Source: an optimization exercise on an open RTL-to-GDS flow (aim: small area, a short achievable clock period and few clock cycles per item). Production flows keep margins and buffers that such runs may drop. RTL that was checked went through simulation tests only; none was proved equivalent to the original.

==> module aes256_core, before the edit <==
module aes256_core (
    input  wire         clk,
    input  wire         rst,
    input  wire         start,
    input  wire [1:0]   op,
    input  wire [255:0] key,
    input  wire [127:0] din,
    output reg          ready,
    output reg          done,
    output reg          err,
    output wire [127:0] dout
);
    function [127:0] sig;
        input [127:0] a;
        sig = {a[63:32], a[95:64], a[127:96], a[31:0]};
    endfunction
    reg [255:0] ks;          
    reg [255:0] ke;          
    reg         kv;          
    reg         wpend;       
    reg         wact;        
    reg         v1, d1, x1;  
    reg [3:0]   c1;          
    reg [127:0] s1;          
    reg [255:0] k1;          
    reg         v2, d2, x2;
    reg         z2;          
    reg [3:0]   c2;
    reg [191:0] m2;          
    reg [47:0]  q2;          
    reg [255:0] k2;
    reg         v3, d3, x3;
    reg [3:0]   c3;
    reg [127:0] u3;          
    reg [255:0] k3;          
    wire last3 = (c3 == 4'd13);
    reg  free3;                     
    reg  fin2;                      
    genvar gi;
    wire [127:0] sr;
    wire [191:0] ma;
    wire [47:0]  qa;
    generate
        for (gi = 0; gi < 16; gi = gi + 1) begin : g_a
            assign sr[8*gi+7:8*gi] =
                s1[8*((gi % 4) + 4*(((gi / 4) + (gi % 4)) % 4)) +: 8];
            aes_sbox_a u_sa (.x(sr[8*gi+7:8*gi]), .dec(d1), .m(ma[12*gi+11:12*gi]));
        end
        for (gi = 0; gi < 4; gi = gi + 1) begin : g_ka
            aes_sboxf_a u_ka (.x(k1[224+8*gi+7:224+8*gi]), .m(qa[12*gi+11:12*gi]));
        end
    endgenerate
    wire [127:0] b;
    wire [31:0]  sw;
    generate
        for (gi = 0; gi < 16; gi = gi + 1) begin : g_b
            aes_sbox_b u_sb (.m(m2[12*gi+11:12*gi]), .dec(d2), .y(b[8*gi+7:8*gi]));
        end
        for (gi = 0; gi < 4; gi = gi + 1) begin : g_kb
            aes_sboxf_b u_kb (.m(q2[12*gi+11:12*gi]), .y(sw[8*gi+7:8*gi]));
        end
    endgenerate
    wire [127:0] rkb = k2[255:128];
    wire [127:0] bb  = (z2 && d2) ? sig(b) : b;
    wire [127:0] kb  = z2 ? rkb : d2 ? sig(rkb) : 128'h0;
    wire [127:0] ub  = bb ^ kb;
    wire [7:0]  rcon = d2 ? (8'h40 >> c2[3:1]) : (8'h01 << c2[3:1]);
    wire [31:0] t    = c2[0] ? sw : ({sw[7:0], sw[31:8]} ^ {24'h0, rcon});
    wire [31:0] l0 = k2[31:0], l1 = k2[63:32], l2 = k2[95:64], l3 = k2[127:96];
    wire [31:0] p1 = l1 ^ l0;
    wire [31:0] p2 = d2 ? (l2 ^ l1) : (l2 ^ l1 ^ l0);
    wire [31:0] p3 = d2 ? (l3 ^ l2) : (l3 ^ l2 ^ l1 ^ l0);
    wire [31:0] te = d2 ? 32'h0 : t;
    wire [31:0] n0 = l0 ^ t;
    wire [31:0] n1 = p1 ^ te;
    wire [31:0] n2 = p2 ^ te;
    wire [31:0] n3 = p3 ^ te;
    wire [255:0] nk = {n3, n2, n1, n0, k2[255:128]};
    wire [127:0] rk = k3[127:0];    
    wire [127:0] ns;
    generate
        for (gi = 0; gi < 4; gi = gi + 1) begin : g_mc
            wire [31:0] pre, mc;
            aes_inv_mixcol_pre u_pre (.c(u3[32*gi+31:32*gi]), .y(pre));
            aes_mixcol u_mc (.c(d3 ? pre : u3[32*gi+31:32*gi]), .y(mc));
            assign ns[32*gi+31:32*gi] = mc ^ (d3 ? 32'h0 : rk[32*gi+31:32*gi]);
        end
    endgenerate
    assign dout = u3;
    wire acc     = start && ready;
    wire blk     = acc && (op != 2'b00);
    wire launch  = blk && kv;
    wire wlaunch = wpend && free3;
    wire ldec    = op[1] && !wpend;
    wire [127:0] s_new = (ldec ? sig(din) : din) ^ (ldec ? ke[255:128] : ks[127:0]);
    wire [255:0] k_new = ldec ? {ke[127:0], sig(ke[255:128])} : ks;
    wire wpend_n = wlaunch ? 1'b0 : (acc && op == 2'b00) ? 1'b1 : wpend;
    wire wact_n  = (v2 && z2 && x2) ? 1'b0 : wlaunch ? 1'b1 : wact;
    always @(posedge clk) begin
        v2 <= v1; d2 <= d1; x2 <= x1; c2 <= c1; z2 <= (c1 == 4'd13);
        m2 <= ma; q2 <= qa; k2 <= k1;
        v3 <= v2; d3 <= d2; x3 <= x2; c3 <= c2;
        free3 <= !v2 || (c2 == 4'd13);
        fin2  <= v1 && (c1 == 4'd13) && x1;
        u3 <= ub; k3 <= nk;
        done <= 1'b0;
        err  <= 1'b0;
        if (free3) begin
            s1 <= s_new;
            k1 <= k_new;
        end else begin
            s1 <= ns;
            k1 <= k3;
        end
        if (launch) begin
            v1 <= 1'b1; d1 <= op[1]; x1 <= 1'b0; c1 <= 4'd0;
        end else if (wlaunch) begin
            v1 <= 1'b1; d1 <= 1'b0; x1 <= 1'b1; c1 <= 4'd0;
        end else begin
            v1 <= v3 && !last3; d1 <= d3; x1 <= x3; c1 <= c3 + 4'd1;
        end
        ready <= !wpend_n && !wact_n && (!v2 || c2 == 4'd13);
        if (acc && op == 2'b00) begin
            ks <= key;
            kv <= 1'b1;
        end
        wpend <= wpend_n;
        wact  <= wact_n;
        if (blk && !kv) begin
            done <= 1'b1;
            err  <= 1'b1;
        end
        if (v2 && z2)
            done <= 1'b1;
        if (fin2)
            ke <= {sig(k2[255:128]), k2[127:0]};
        if (rst) begin
            v1 <= 1'b0; v2 <= 1'b0; v3 <= 1'b0;
            free3 <= 1'b1; fin2 <= 1'b0;
            kv <= 1'b0; wpend <= 1'b0; wact <= 1'b0;
            done <= 1'b0;
            ready <= 1'b1;
        end
    end
endmodule
Settings: LEC_CHECK=0, CAP_MARGIN=20, CORE_MARGIN=2, CORE_UTILIZATION=40, CTS_BUF_LIST=sky130_fd_sc_hd__clkbuf_16, CTS_CLUSTER_DIAMETER=120, CTS_CLUSTER_SIZE=18, SLEW_MARGIN=20; clock period 10.0 ns.
standard.sh (not shown) runs the stock make flow with config.mk's settings and CLKGATE_MAP_FILE= SYNTH_SCRIPT=/design/flow/synth_recipe.tcl, a recipe that flattens the netlist after the stock synthesis.
==> flow/flow/run.sh <==
#!/bin/bash
# Own flow: the standard layout (standard.sh) with three changes:
#  - synthesis maps with an ABC script suited to XOR-heavy logic
#    (flow/abc.script) and skips the full/half adder extraction; registers,
#    flattening and renaming are the standard synthesis's;
#  - timing repair aims SETUP_SLACK_MARGIN ns below the clock period;
#  - ports are buffered with a plain buffer cell, and the delay cells are
#    not used as buffers.
set -euo pipefail
W=$(pwd)
MARGIN=6.5
SYN=$FLOW_HOME/scripts/synth.tcl
sed -e 's|^\(\s*\)\[env_var_exists_and_non_empty ADDER_MAP_FILE\] &&|\10 \&\& [env_var_exists_and_non_empty ADDER_MAP_FILE] \&\&|' \
    -e "s|^\(\s*\)log_cmd abc {\*}\$abc_args|\1log_cmd abc -script $W/flow/abc.script {*}[lrange \$abc_args 2 end]|" \
    "$SYN" > "$W/synth_own.tcl"
grep -q '0 && \[env_var_exists_and_non_empty ADDER_MAP_FILE\]' "$W/synth_own.tcl"
grep -q "log_cmd abc -script $W/flow/abc.script" "$W/synth_own.tcl"
sed "s|source \$::env(SCRIPTS_DIR)/synth.tcl|source $W/synth_own.tcl|" synth_recipe.tcl > "$W/synth_recipe_own.tcl"
grep -q "source $W/synth_own.tcl" "$W/synth_recipe_own.tcl"
sed -e "s|SYNTH_SCRIPT=[^ ]*|SYNTH_SCRIPT=$W/synth_recipe_own.tcl|" \
    -e "s|\"\${@:-finish}\"|SETUP_SLACK_MARGIN=$MARGIN \"\${@:-finish}\"|" standard.sh > "$W/standard_own.sh"
grep -q "SYNTH_SCRIPT=$W/synth_recipe_own.tcl" "$W/standard_own.sh"
grep -q "SETUP_SLACK_MARGIN=$MARGIN" "$W/standard_own.sh"
export BUFFER_PORTS_ARGS="-buffer_cell sky130_fd_sc_hd__buf_1"
DLY=""
for c in clkdlybuf4s15_1 clkdlybuf4s15_2 clkdlybuf4s18_1 clkdlybuf4s18_2 clkdlybuf4s25_1 \
         clkdlybuf4s25_2 clkdlybuf4s50_1 clkdlybuf4s50_2 dlygate4sd1_1 dlygate4sd2_1 \
         dlygate4sd3_1 dlymetal6s2s_1 dlymetal6s4s_1 dlymetal6s6s_1; do
  DLY="$DLY sky130_fd_sc_hd__$c"
done
export DONT_USE_CELLS="$DLY"
bash "$W/standard_own.sh" > "$W/flow_make.log" 2>&1
==> flow/flow/abc.script <==
strash
&get -n
&dch -x
&nf -R 1000
&put
buffer -c
topo
stime -c
upsize -c
dnsize -c
The first run completed without violations.
Rerun with:
--- a/flow/design.v
+++ b/flow/design.v
@@ -513,8 +513,8 @@
     wire launch  = blk && kv;
     wire wlaunch = wpend && free3;
     wire ldec    = op[1] && !wpend;
-    wire [127:0] s_new = (ldec ? sig(din) : din) ^ (ldec ? ke[255:128] : ks[127:0]);
-    wire [255:0] k_new = ldec ? {ke[127:0], sig(ke[255:128])} : ks;
+    wire [127:0] s_new = ldec ? sig(din ^ ke[255:128]) : (din ^ ks[127:0]);
+    wire [255:0] k_new = ldec ? {ke[127:0], ke[255:128]} : ks;
     wire wpend_n = wlaunch ? 1'b0 : (acc && op == 2'b00) ? 1'b1 : wpend;
     wire wact_n  = (v2 && z2 && x2) ? 1'b0 : wlaunch ? 1'b1 : wact;
     always @(posedge clk) begin
@@ -554,7 +554,7 @@
         if (v2 && z2)
             done <= 1'b1;
         if (fin2)
-            ke <= {sig(k2[255:128]), k2[127:0]};
+            ke <= k2;
         if (rst) begin
             v1 <= 1'b0; v2 <= 1'b0; v3 <= 1'b0;
             free3 <= 1'b1; fin2 <= 1'b0;
What happened:
- synthesized area hardly moves
- cell count is about the same
- global-route usage decreases by 0.61 points
- utilization barely changes
- sequential cell count is unchanged
- die area hardly moves
- synthesized cell count hardly moves
- final area barely changes
- maximum frequency barely changes
- non-clock buffer count increases by 18
Testbench counts after the change, summed over its fixed seeds: cycles 12,152, blocks 768.
Only the layout flow was run in the first run of this note; the RTL was not checked for function there.

* * *

Setup of 02-23:
aes256_core, a different RTL version from the one above (not shown whole).
For scale: about 9100 cells after synthesis, ~520 I/O pins, about 92000 um^2 of cells after synthesis.
## aes256_core
module aes256_core (
    input  wire         clk,
    input  wire         rst,
    input  wire         start,
    input  wire [1:0]   op,
    input  wire [255:0] key,
    input  wire [127:0] din,
    output reg          ready,
    output reg          done,
    output reg          err,
    output reg  [127:0] dout
);
==> module aes256_core, before the edit <==
module aes256_core (
    input  wire         clk,
    input  wire         rst,
    input  wire         start,
    input  wire [1:0]   op,
    input  wire [255:0] key,
    input  wire [127:0] din,
    output reg          ready,
    output reg          done,
    output reg          err,
    output reg  [127:0] dout
);
    function [127:0] sig;
        input [127:0] a;
        sig = {a[63:32], a[95:64], a[127:96], a[31:0]};
    endfunction
    reg [255:0] ks;          
    reg [255:0] ke;          
    reg         kv;          
    reg         wpend;       
    reg         wact;        
    reg         v1, d1, x1;  
    reg [3:0]   c1;          
    reg [127:0] s1;          
    reg [255:0] k1;          
    reg         v2, d2, x2;
    reg [3:0]   c2;
    reg [191:0] m2;          
    reg [47:0]  q2;          
    reg [255:0] k2;
    reg         v3, d3, x3;
    reg [3:0]   c3;
    reg [127:0] u3;          
    reg [31:0]  w3;          
    reg [255:0] k3;
    wire last3 = (c3 == 4'd13);
    wire free3 = !v3 || last3;      
    genvar gi;
    wire [127:0] sr;
    wire [191:0] ma;
    wire [47:0]  qa;
    generate
        for (gi = 0; gi < 16; gi = gi + 1) begin : g_a
            assign sr[8*gi+7:8*gi] =
                s1[8*((gi % 4) + 4*(((gi / 4) + (gi % 4)) % 4)) +: 8];
            aes_sbox_a u_sa (.x(sr[8*gi+7:8*gi]), .dec(d1), .m(ma[12*gi+11:12*gi]));
        end
        for (gi = 0; gi < 4; gi = gi + 1) begin : g_ka
            aes_sboxf_a u_ka (.x(k1[224+8*gi+7:224+8*gi]), .m(qa[12*gi+11:12*gi]));
        end
    endgenerate
    wire [127:0] b;
    wire [31:0]  sw;
    generate
        for (gi = 0; gi < 16; gi = gi + 1) begin : g_b
            aes_sbox_b u_sb (.m(m2[12*gi+11:12*gi]), .dec(d2), .y(b[8*gi+7:8*gi]));
        end
        for (gi = 0; gi < 4; gi = gi + 1) begin : g_kb
            aes_sboxf_b u_kb (.m(q2[12*gi+11:12*gi]), .y(sw[8*gi+7:8*gi]));
        end
    endgenerate
    wire [127:0] ub = d2 ? (b ^ sig(k2[255:128])) : b;
    wire [127:0] rk = k3[255:128];
    wire [127:0] ns;
    generate
        for (gi = 0; gi < 4; gi = gi + 1) begin : g_mc
            wire [31:0] pre, mc;
            aes_inv_mixcol_pre u_pre (.c(u3[32*gi+31:32*gi]), .y(pre));
            aes_mixcol u_mc (.c(d3 ? pre : u3[32*gi+31:32*gi]), .y(mc));
            assign ns[32*gi+31:32*gi] = mc ^ (d3 ? 32'h0 : rk[32*gi+31:32*gi]);
        end
    endgenerate
    wire [127:0] res = d3 ? sig(u3) : (u3 ^ rk);
    wire [7:0]  rcon = d3 ? (8'h40 >> c3[3:1]) : (8'h01 << c3[3:1]);
    wire [31:0] t    = c3[0] ? w3 : ({w3[7:0], w3[31:8]} ^ {24'h0, rcon});
    wire [31:0] l0 = k3[31:0], l1 = k3[63:32], l2 = k3[95:64], l3 = k3[127:96];
    wire [31:0] p1 = l1 ^ l0;
    wire [31:0] p2 = d3 ? (l2 ^ l1) : (l2 ^ l1 ^ l0);
    wire [31:0] p3 = d3 ? (l3 ^ l2) : (l3 ^ l2 ^ l1 ^ l0);
    wire [31:0] te = d3 ? 32'h0 : t;
    wire [31:0] n0 = l0 ^ t;
    wire [31:0] n1 = p1 ^ te;
    wire [31:0] n2 = p2 ^ te;
    wire [31:0] n3 = p3 ^ te;
    wire [255:0] nk = {n3, n2, n1, n0, k3[255:128]};
    wire acc     = start && ready;
    wire blk     = acc && (op != 2'b00);
    wire launch  = blk && kv;
    wire wlaunch = wpend && free3;
    wire ldec    = op[1] && !wpend;
    wire [127:0] s_new = ldec ? sig(din ^ ke[255:128]) : (din ^ ks[127:0]);
    wire [255:0] k_new = ldec ? {ke[127:0], ke[255:128]} : ks;
    wire wpend_n = wlaunch ? 1'b0 : (acc && op == 2'b00) ? 1'b1 : wpend;
    wire wact_n  = (v3 && last3 && x3) ? 1'b0 : wlaunch ? 1'b1 : wact;
    always @(posedge clk) begin
        v2 <= v1; d2 <= d1; x2 <= x1; c2 <= c1;
        m2 <= ma; q2 <= qa; k2 <= k1;
        v3 <= v2; d3 <= d2; x3 <= x2; c3 <= c2;
        u3 <= ub; w3 <= sw; k3 <= k2;
        dout <= res;
        done <= 1'b0;
        err  <= 1'b0;
        if (free3) begin
            s1 <= s_new;
            k1 <= k_new;
        end else begin
            s1 <= ns;
            k1 <= nk;
        end
        if (launch) begin
            v1 <= 1'b1; d1 <= op[1]; x1 <= 1'b0; c1 <= 4'd0;
        end else if (wlaunch) begin
            v1 <= 1'b1; d1 <= 1'b0; x1 <= 1'b1; c1 <= 4'd0;
        end else begin
            v1 <= v3 && !last3; d1 <= d3; x1 <= x3; c1 <= c3 + 4'd1;
        end
        ready <= !wpend_n && !wact_n && (!v2 || c2 == 4'd13);
        if (acc && op == 2'b00) begin
            ks <= key;
            kv <= 1'b1;
        end
        wpend <= wpend_n;
        wact  <= wact_n;
        if (blk && !kv) begin
            done <= 1'b1;
            err  <= 1'b1;
        end
        if (v3 && last3) begin
            done <= 1'b1;
            if (x3) begin
                ke <= k3;
            end
        end
        if (rst) begin
            v1 <= 1'b0; v2 <= 1'b0; v3 <= 1'b0;
            kv <= 1'b0; wpend <= 1'b0; wact <= 1'b0;
            done <= 1'b0;
            ready <= 1'b1;
        end
    end
endmodule
clock: 10.0 ns
lec_check: 0
cap_margin: 20
core_margin: 2
core_utilization: 40
slew_margin: 20
==> flow/flow/run.sh <==
#!/bin/bash
# Own flow: the standard layout, but synthesis maps with an ABC script
# suited to XOR-heavy logic (flow/abc.script) and skips the full/half adder
# extraction. Everything else (registers, flattening, renaming, all layout
# steps) is the standard flow's.
set -euo pipefail
W=$(pwd)
SYN=$FLOW_HOME/scripts/synth.tcl
# 1) synthesis script: ORFS synth.tcl with the two changes
sed -e 's|^\(\s*\)\[env_var_exists_and_non_empty ADDER_MAP_FILE\] &&|\10 \&\& [env_var_exists_and_non_empty ADDER_MAP_FILE] \&\&|' \
    -e "s|^\(\s*\)log_cmd abc {\*}\$abc_args|\1log_cmd abc -script $W/flow/abc.script {*}[lrange \$abc_args 2 end]|" \
    "$SYN" > "$W/synth_own.tcl"
grep -q '0 && \[env_var_exists_and_non_empty ADDER_MAP_FILE\]' "$W/synth_own.tcl"
grep -q "log_cmd abc -script $W/flow/abc.script" "$W/synth_own.tcl"
sed "s|source \$::env(SCRIPTS_DIR)/synth.tcl|source $W/synth_own.tcl|" synth_recipe.tcl > "$W/synth_recipe_own.tcl"
grep -q "source $W/synth_own.tcl" "$W/synth_recipe_own.tcl"
# 2) the standard layout command with that synthesis script
# timing repair aims this far below the clock period (ns)
MARGIN=$(cat "$W/flow/setup_margin")
sed -e "s|SYNTH_SCRIPT=[^ ]*|SYNTH_SCRIPT=$W/synth_recipe_own.tcl|" \
    -e "s|\"\${@:-finish}\"|SETUP_SLACK_MARGIN=$MARGIN \"\${@:-finish}\"|" standard.sh > "$W/standard_own.sh"
grep -q "SETUP_SLACK_MARGIN=$MARGIN" "$W/standard_own.sh"
grep -q "SYNTH_SCRIPT=$W/synth_recipe_own.tcl" "$W/standard_own.sh"
bash "$W/standard_own.sh" > "$W/flow_make.log" 2>&1
==> flow/flow/setup_margin <==
6.5
Scripts as last shown in full above: flow/flow/abc.script
Testbench counts of 02-23, summed over its fixed seeds: cycles 12,192, blocks 768.
--- input diff 02-23..03-26 ---
diff --git a/flow/design.v b/flow/design.v
--- a/flow/design.v
+++ b/flow/design.v
@@ -427,5 +427,5 @@
     input  wire [255:0] key,
     input  wire [127:0] din,
-    output reg          ready,
+    output wire         ready,
     output reg          done,
     output reg          err,
@@ -457,4 +457,5 @@
     wire last3 = (c3 == 4'd13);
     wire free3 = !v3 || last3;      
+    assign ready = free3 && !wpend && !wact;
     genvar gi;
     wire [127:0] sr;
@@ -496,12 +497,8 @@
     wire [31:0] t    = c3[0] ? w3 : ({w3[7:0], w3[31:8]} ^ {24'h0, rcon});
     wire [31:0] l0 = k3[31:0], l1 = k3[63:32], l2 = k3[95:64], l3 = k3[127:96];
-    wire [31:0] p1 = l1 ^ l0;
-    wire [31:0] p2 = d3 ? (l2 ^ l1) : (l2 ^ l1 ^ l0);
-    wire [31:0] p3 = d3 ? (l3 ^ l2) : (l3 ^ l2 ^ l1 ^ l0);
-    wire [31:0] te = d3 ? 32'h0 : t;
     wire [31:0] n0 = l0 ^ t;
-    wire [31:0] n1 = p1 ^ te;
-    wire [31:0] n2 = p2 ^ te;
-    wire [31:0] n3 = p3 ^ te;
+    wire [31:0] n1 = l1 ^ (d3 ? l0 : n0);
+    wire [31:0] n2 = l2 ^ (d3 ? l1 : n1);
+    wire [31:0] n3 = l3 ^ (d3 ? l2 : n2);
     wire [255:0] nk = {n3, n2, n1, n0, k3[255:128]};
     wire acc     = start && ready;
@@ -509,9 +506,4 @@
     wire launch  = blk && kv;
     wire wlaunch = wpend && free3;
-    wire ldec    = op[1] && !wpend;
-    wire [127:0] s_new = ldec ? sig(din ^ ke[255:128]) : (din ^ ks[127:0]);
-    wire [255:0] k_new = ldec ? {ke[127:0], ke[255:128]} : ks;
-    wire wpend_n = wlaunch ? 1'b0 : (acc && op == 2'b00) ? 1'b1 : wpend;
-    wire wact_n  = (v3 && last3 && x3) ? 1'b0 : wlaunch ? 1'b1 : wact;
     always @(posedge clk) begin
         v2 <= v1; d2 <= d1; x2 <= x1; c2 <= c1;
@@ -522,25 +514,25 @@
         done <= 1'b0;
         err  <= 1'b0;
-        if (free3) begin
-            s1 <= s_new;
-            k1 <= k_new;
-        end else begin
-            s1 <= ns;
-            k1 <= nk;
-        end
         if (launch) begin
             v1 <= 1'b1; d1 <= op[1]; x1 <= 1'b0; c1 <= 4'd0;
+            s1 <= op[1] ? sig(din ^ ke[255:128]) : (din ^ ks[127:0]);
+            k1 <= op[1] ? {ke[127:0], ke[255:128]} : ks;
         end else if (wlaunch) begin
             v1 <= 1'b1; d1 <= 1'b0; x1 <= 1'b1; c1 <= 4'd0;
+            k1 <= ks;
         end else begin
             v1 <= v3 && !last3; d1 <= d3; x1 <= x3; c1 <= c3 + 4'd1;
+            s1 <= ns;
+            k1 <= nk;
         end
-        ready <= !wpend_n && !wact_n && (!v2 || c2 == 4'd13);
         if (acc && op == 2'b00) begin
-            ks <= key;
-            kv <= 1'b1;
+            ks    <= key;
+            kv    <= 1'b1;
+            wpend <= 1'b1;
+        end
+        if (wlaunch) begin
+            wpend <= 1'b0;
+            wact  <= 1'b1;
         end
-        wpend <= wpend_n;
-        wact  <= wact_n;
         if (blk && !kv) begin
             done <= 1'b1;
@@ -550,5 +542,6 @@
             done <= 1'b1;
             if (x3) begin
-                ke <= k3;
+                ke   <= k3;
+                wact <= 1'b0;
             end
         end
@@ -557,5 +550,4 @@
             kv <= 1'b0; wpend <= 1'b0; wact <= 1'b0;
             done <= 1'b0;
-            ready <= 1'b1;
         end
     end
--- outcome ---
- The total number of clock tree sinks on 03-26 is in line with that on 02-23.
- Reported for 03-26 and 02-23, number of hold violations in the final report turned out identical to the last digit.
- Per the comparison of 03-26 with 02-23, number of antenna violations at the first check in global routing higher; ratio of cells with drive above 1 in the final layout grew by 4.9 points; count of clock buffers in the final design -about 0.7%.
- Compared with 02-23, 03-26 shows actual slew at the worst max-slew pin higher by 0.13 ns.
- Diff 02-23 -> 03-26: final instance area +6.6%; post-detailed-route via-to-cell ratio picked up an extra about 3.8%.
- For the setup slack, 03-26 came in 0.60 ns lower than 02-23 did.
- The wire length of 03-26 was inferior to that of 02-23.
Testbench counts of 03-26, summed over its fixed seeds: cycles 12,192, blocks 768.

==> afterwards: timing with drivers on the ports <==
In the flow no input, the clock included, has a driving cell. The finished layouts below were timed again as built, in two steps.
Step 1: set_driving_cell puts a clkbuf_16 on clk and a buf_2 on each other input, an assumption about the parent block.
Step 2 moves the port delays by t, midway between the first and last clock arrival at a register: inputs arrive t later, outputs are due t later. That takes back most of the time a late clock gives input paths.
Three values: ideal ports, drivers, drivers and shift; two values: the first two.
run | shift t [ns] | setup WS [ns] | clock arrival spread, ns
the first run of note 1 | 0.900 | 6.525 / 6.446 / 5.766 | 0.081 / 0.081
the second run of note 1 | 0.883 | 6.518 / 6.429 / 5.748 | 0.076 / 0.076
02-23 | 0.953 | 6.459 / 6.445 / 5.671 | 0.049 / 0.048
03-26 | 0.974 | 5.862 / 5.764 / 5.608 | 0.136 / 0.136
After both steps setup and hold are still met in every run listed. The setup slack of 02-23, which loses most, moves by -0.014 ns with the drivers and by -0.788 ns with both steps.
